Context: an optimization exercise on an open-source flow, tuned for a short achievable clock period and few clock cycles per item. The choices shown serve that exercise and are no tape-out recipe.
Where RTL was checked, it was by simulation tests only, not by an equivalence proof against the original.
No driver is modelled on the clock port, so clock power and skew are understated where the tree is cut down; a real chip needs a root buffer or a tree.
Power is estimated from default activity; no workload was simulated.

## run E
## hesch_cpu
module hesch_cpu (
    input  wire       clk,
    input  wire       rst,
    output wire [7:0] mem_addr,
    input  wire [7:0] mem_rdata,
    output wire       mem_we,
    output wire [7:0] mem_wdata,
    output wire       out_valid,
    output wire [7:0] out_data,
    output wire       halted,
    output wire       fault
);
For scale: about 670 cells after synthesis, ~95 flip-flops, ~38 I/O pins, roughly 5800 um^2 of cells after synthesis.
==> flow/config.mk <==
export PLATFORM = sky130hd
export DESIGN_NAME = hesch_cpu
export DESIGN_NICKNAME = hesch_cpu
export VERILOG_FILES = /design/flow/design.v
export SDC_FILE = /design/flow/constraint.sdc
export NUM_CORES = 4
export LEC_CHECK = 0
export CAP_MARGIN = 20
export CORE_MARGIN = 2
export CORE_UTILIZATION = 40
export PLACE_DENSITY = 0.6
export SLEW_MARGIN = 20
==> flow/constraint.sdc <==
create_clock -name core_clock -period 10.0 [get_ports {clk}]
set_input_delay 2.0000 -clock core_clock [delete_from_list [all_inputs] [get_ports {clk}]]
set_output_delay 2.0000 -clock core_clock [all_outputs]
set_load 0.01 [all_outputs]
standard.sh (not shown) runs the stock make flow with config.mk's settings and CLKGATE_MAP_FILE= SYNTH_SCRIPT=/design/flow/synth_recipe.tcl, a recipe that flattens the netlist after the stock synthesis.
==> flow/flow/run.sh <==
#!/bin/bash
# The standard layout, with repair_timing asked for extra setup margin so
# that it keeps improving paths well past the 10 ns the clock needs.
set -euo pipefail
MARGIN=$(cat flow/margin.txt)
bash standard.sh finish SETUP_SLACK_MARGIN=$MARGIN > flow_make.log 2>&1
==> flow/flow/margin.txt <==
7.6
Run E | status: complete | timing, DRC, antenna: pass
Relative to run E, the following input files were edited for run B:
==> flow/flow/margin.txt <==
7.2
## What came out
Compared with run E, internal power of the cells in run B increased slightly. Average wire length per cell after detail routing in run B is 2.8 um lower than in run E. Run E → run B: worst relative slew slack rose by 21 points, logic depth of the worst setup path including buffers stayed essentially flat, synthesis-to-layout area growth fell by 26 points. Relative to run E, first-pass GRT wire length has decreased by 12% in run B. Diff run E -> run B: final critical path time including I/O delays and setup has decreased; met3 track demand over resource has decreased. | maximum clock skew at final layout | run E vs run B | ≈ equal |. Per the comparison of run B with run E, routed wire length fell by 19%, portion of total power attributed to the clock network saw an increase.
No functional check of the RTL was part of any run of this note.

========
Another version of the RTL of hesch_cpu (not shown whole).
Size in the first run: about 720 cells after synthesis, roughly 5600 sq um of cells after synthesis.
export LEC_CHECK = 0
export CAP_MARGIN = 20
export CORE_MARGIN = 2
export CORE_UTILIZATION = 40
export PLACE_DENSITY = 0.6
export SLEW_MARGIN = 20
create_clock -name core_clock -period 10.0 [get_ports {clk}]
==> flow/flow/run.sh <==
#!/bin/bash
# The standard layout, with two changes to how it is made:
#  - repair_timing is asked for extra setup margin, so that it keeps
#    improving paths well past what the 10 ns clock needs;
#  - after clock-tree synthesis, the tree is rebuilt as one level of four
#    equal clkbuf_16 buffers, each driving the registers of one quarter of
#    the core (flow/post_cts.tcl), and timing is repaired again.
set -euo pipefail
MARGIN=$(cat flow/margin.txt)
bash standard.sh finish SETUP_SLACK_MARGIN=$MARGIN POST_CTS_TCL=$PWD/flow/post_cts.tcl > flow_make.log 2>&1
==> flow/flow/margin.txt <==
7.4
Other scripts of this flow, unchanged in this note and not shown: flow/flow/post_cts.tcl
Testbench counts at the start, summed over its fixed seeds: cycles 14,206, instructions 9,586.
Then changed:
==> flow/flow/margin.txt (replaced) <==
7.5
- PLACE_DENSITY: 0.6 -> 0.75
After rerunning: Clock power grows by 25%. Design area grows by 3.4%. Wire length shrinks by 12%. Via count shrinks by 0.60%. Combinational power is about the same. Worst setup slack barely changes.
Then changed:
- PLACE_DENSITY: 0.75 -> 0.6
The new run went through all stages and came out clean. Worst hold slack hardly moves. Sequential power stays flat. Register-to-register slack gains 0.05 ns. Wire length climbs by about 9%. Die area does not change. Cell area drops by about 0.4%. Setup slack loses 0.0039 ns. Final cell count drops by about 0.54%. Core utilization drops by 0.21 points. Global-route usage climbs by 2.0 points.
Then changed:
- CORE_UTILIZATION: 40 -> 50
- PLACE_DENSITY: 0.6 -> 0.65
Effect:
- die area shrinks by about a fifth
- power fell slightly
- worst hold slack is better by 0.0034 ns
- core utilization came out higher by 14 points
- register-to-register slack got worse by 0.06 ns
The clock cells of the first and fourth runs of this note come from the design's own scripts or RTL, not from TritonCTS.

========
hesch_cpu, a different RTL version from the one above (not shown whole).
For scale: ~700 cells after synthesis, ~110 flip-flops, roughly 6000 sq um of cells after synthesis.
==> flow/config.mk <==
export PLATFORM = sky130hd
export DESIGN_NAME = hesch_cpu
export DESIGN_NICKNAME = hesch_cpu
export VERILOG_FILES = /design/flow/design.v
export SDC_FILE = /design/flow/constraint.sdc
export NUM_CORES = 4
export LEC_CHECK = 0
export CAP_MARGIN = 20
export CORE_MARGIN = 2
export CORE_UTILIZATION = 40
export PLACE_DENSITY = 0.6
export SLEW_MARGIN = 20
==> flow/constraint.sdc <==
create_clock -name core_clock -period 10.0 [get_ports {clk}]
set_input_delay 2.0000 -clock core_clock [delete_from_list [all_inputs] [get_ports {clk}]]
set_output_delay 2.0000 -clock core_clock [all_outputs]
set_load 0.01 [all_outputs]
==> flow/flow/run.sh <==
#!/bin/bash
# The standard layout, with two changes to how it is made:
#  - repair_timing is asked for extra setup margin, so that it keeps
#    improving paths well past what the 10 ns clock needs;
#  - adders are left to abc as plain gates (no half/full-adder cells).
set -euo pipefail
MARGIN=$(cat flow/margin.txt)
bash standard.sh finish SETUP_SLACK_MARGIN=$MARGIN ADDER_MAP_FILE= > flow_make.log 2>&1
==> flow/flow/margin.txt <==
7.2
Testbench counts at the start, summed over its fixed seeds: cycles 14,206, instructions 9,586.
Next try:
==> flow/flow/run.sh (replaced) <==
#!/bin/bash
# The standard layout, with repair_timing asked for extra setup margin so
# that it keeps improving paths well past the 10 ns the clock needs.
set -euo pipefail
MARGIN=$(cat flow/margin.txt)
bash standard.sh finish SETUP_SLACK_MARGIN=$MARGIN > flow_make.log 2>&1
Settings changed: CORE_UTILIZATION 40 to 65, PLACE_DENSITY 0.6 to 0.75.
Result: Critical path depth does not change. Setup slack degrades by 37 ps. Sequential power drops by about 0.9%.
Next try:
Settings changed: CORE_UTILIZATION 65 to 40, PLACE_DENSITY 0.75 to 0.6.
The new run went through all stages and came out clean; total power came out higher by about 7%; routed wire length came out higher by about 1.4%; die area came out higher by 60%; setup slack gains 45 ps; flip-flop and latch count stays the same; via count came out lower by about 2.6%; first-iteration DRC count came out lower by about 30%.

==> afterwards: timing with drivers on the ports <==
The results above use ideal ports. As a check the final layouts listed here were re-extracted and re-timed, cells and wires unchanged. Step 1 sets driving cells, clkbuf_16 on the clock port and buf_2 on the other inputs (assumed; they add their load-dependent delay and slew). Step 2, shift: input delay + t, output delay - t, t = (earliest + latest rising clock arrival at the registers) / 2. This alone moves slack from input paths to output paths. Three values: no drivers, after step 1, after step 2; two values: the first two.
| run | t, ns | setup WS [ns] | hold slack, ns | latest minus earliest clock arrival (ns) |
|---|---|---|---|---|
| run E | 0.391 | 7.039 / 6.910 / 6.519 | 0.475 / 0.475 / 0.475 | 0.010 / 0.010 |
| run B | 0.391 | 7.054 / 7.011 / 6.620 | 0.466 / 0.466 / 0.466 | 0.008 / 0.009 |
| the first run of note 2 | 0.243 | 7.349 / 7.262 / 7.275 | 0.492 / 0.492 / 0.492 | 0.025 / 0.025 |
| the second run of note 2 | 0.247 | 7.347 / 7.262 / 7.320 | 0.504 / 0.504 / 0.504 | 0.018 / 0.017 |
| the third run of note 2 | 0.246 | 7.343 / 7.258 / 7.353 | 0.502 / 0.502 / 0.502 | 0.012 / 0.012 |
| the fourth run of note 2 | 0.234 | 7.352 / 7.271 / 7.314 | 0.506 / 0.506 / 0.506 | 0.019 / 0.019 |
| the first run of note 3 | 0.397 | 7.165 / 7.123 / 6.971 | 0.487 / 0.487 / 0.487 | 0.012 / 0.013 |
| the second run of note 3 | 0.407 | 7.127 / 7.094 / 6.866 | 0.467 / 0.467 / 0.467 | 0.018 / 0.018 |
| the third run of note 3 | 0.393 | 7.173 / 7.133 / 6.911 | 0.462 / 0.462 / 0.462 | 0.010 / 0.010 |
After both steps setup and hold are still met in every run listed. The setup slack of run E, which loses most, moves by -0.129 ns with the drivers and by -0.520 ns with both steps.
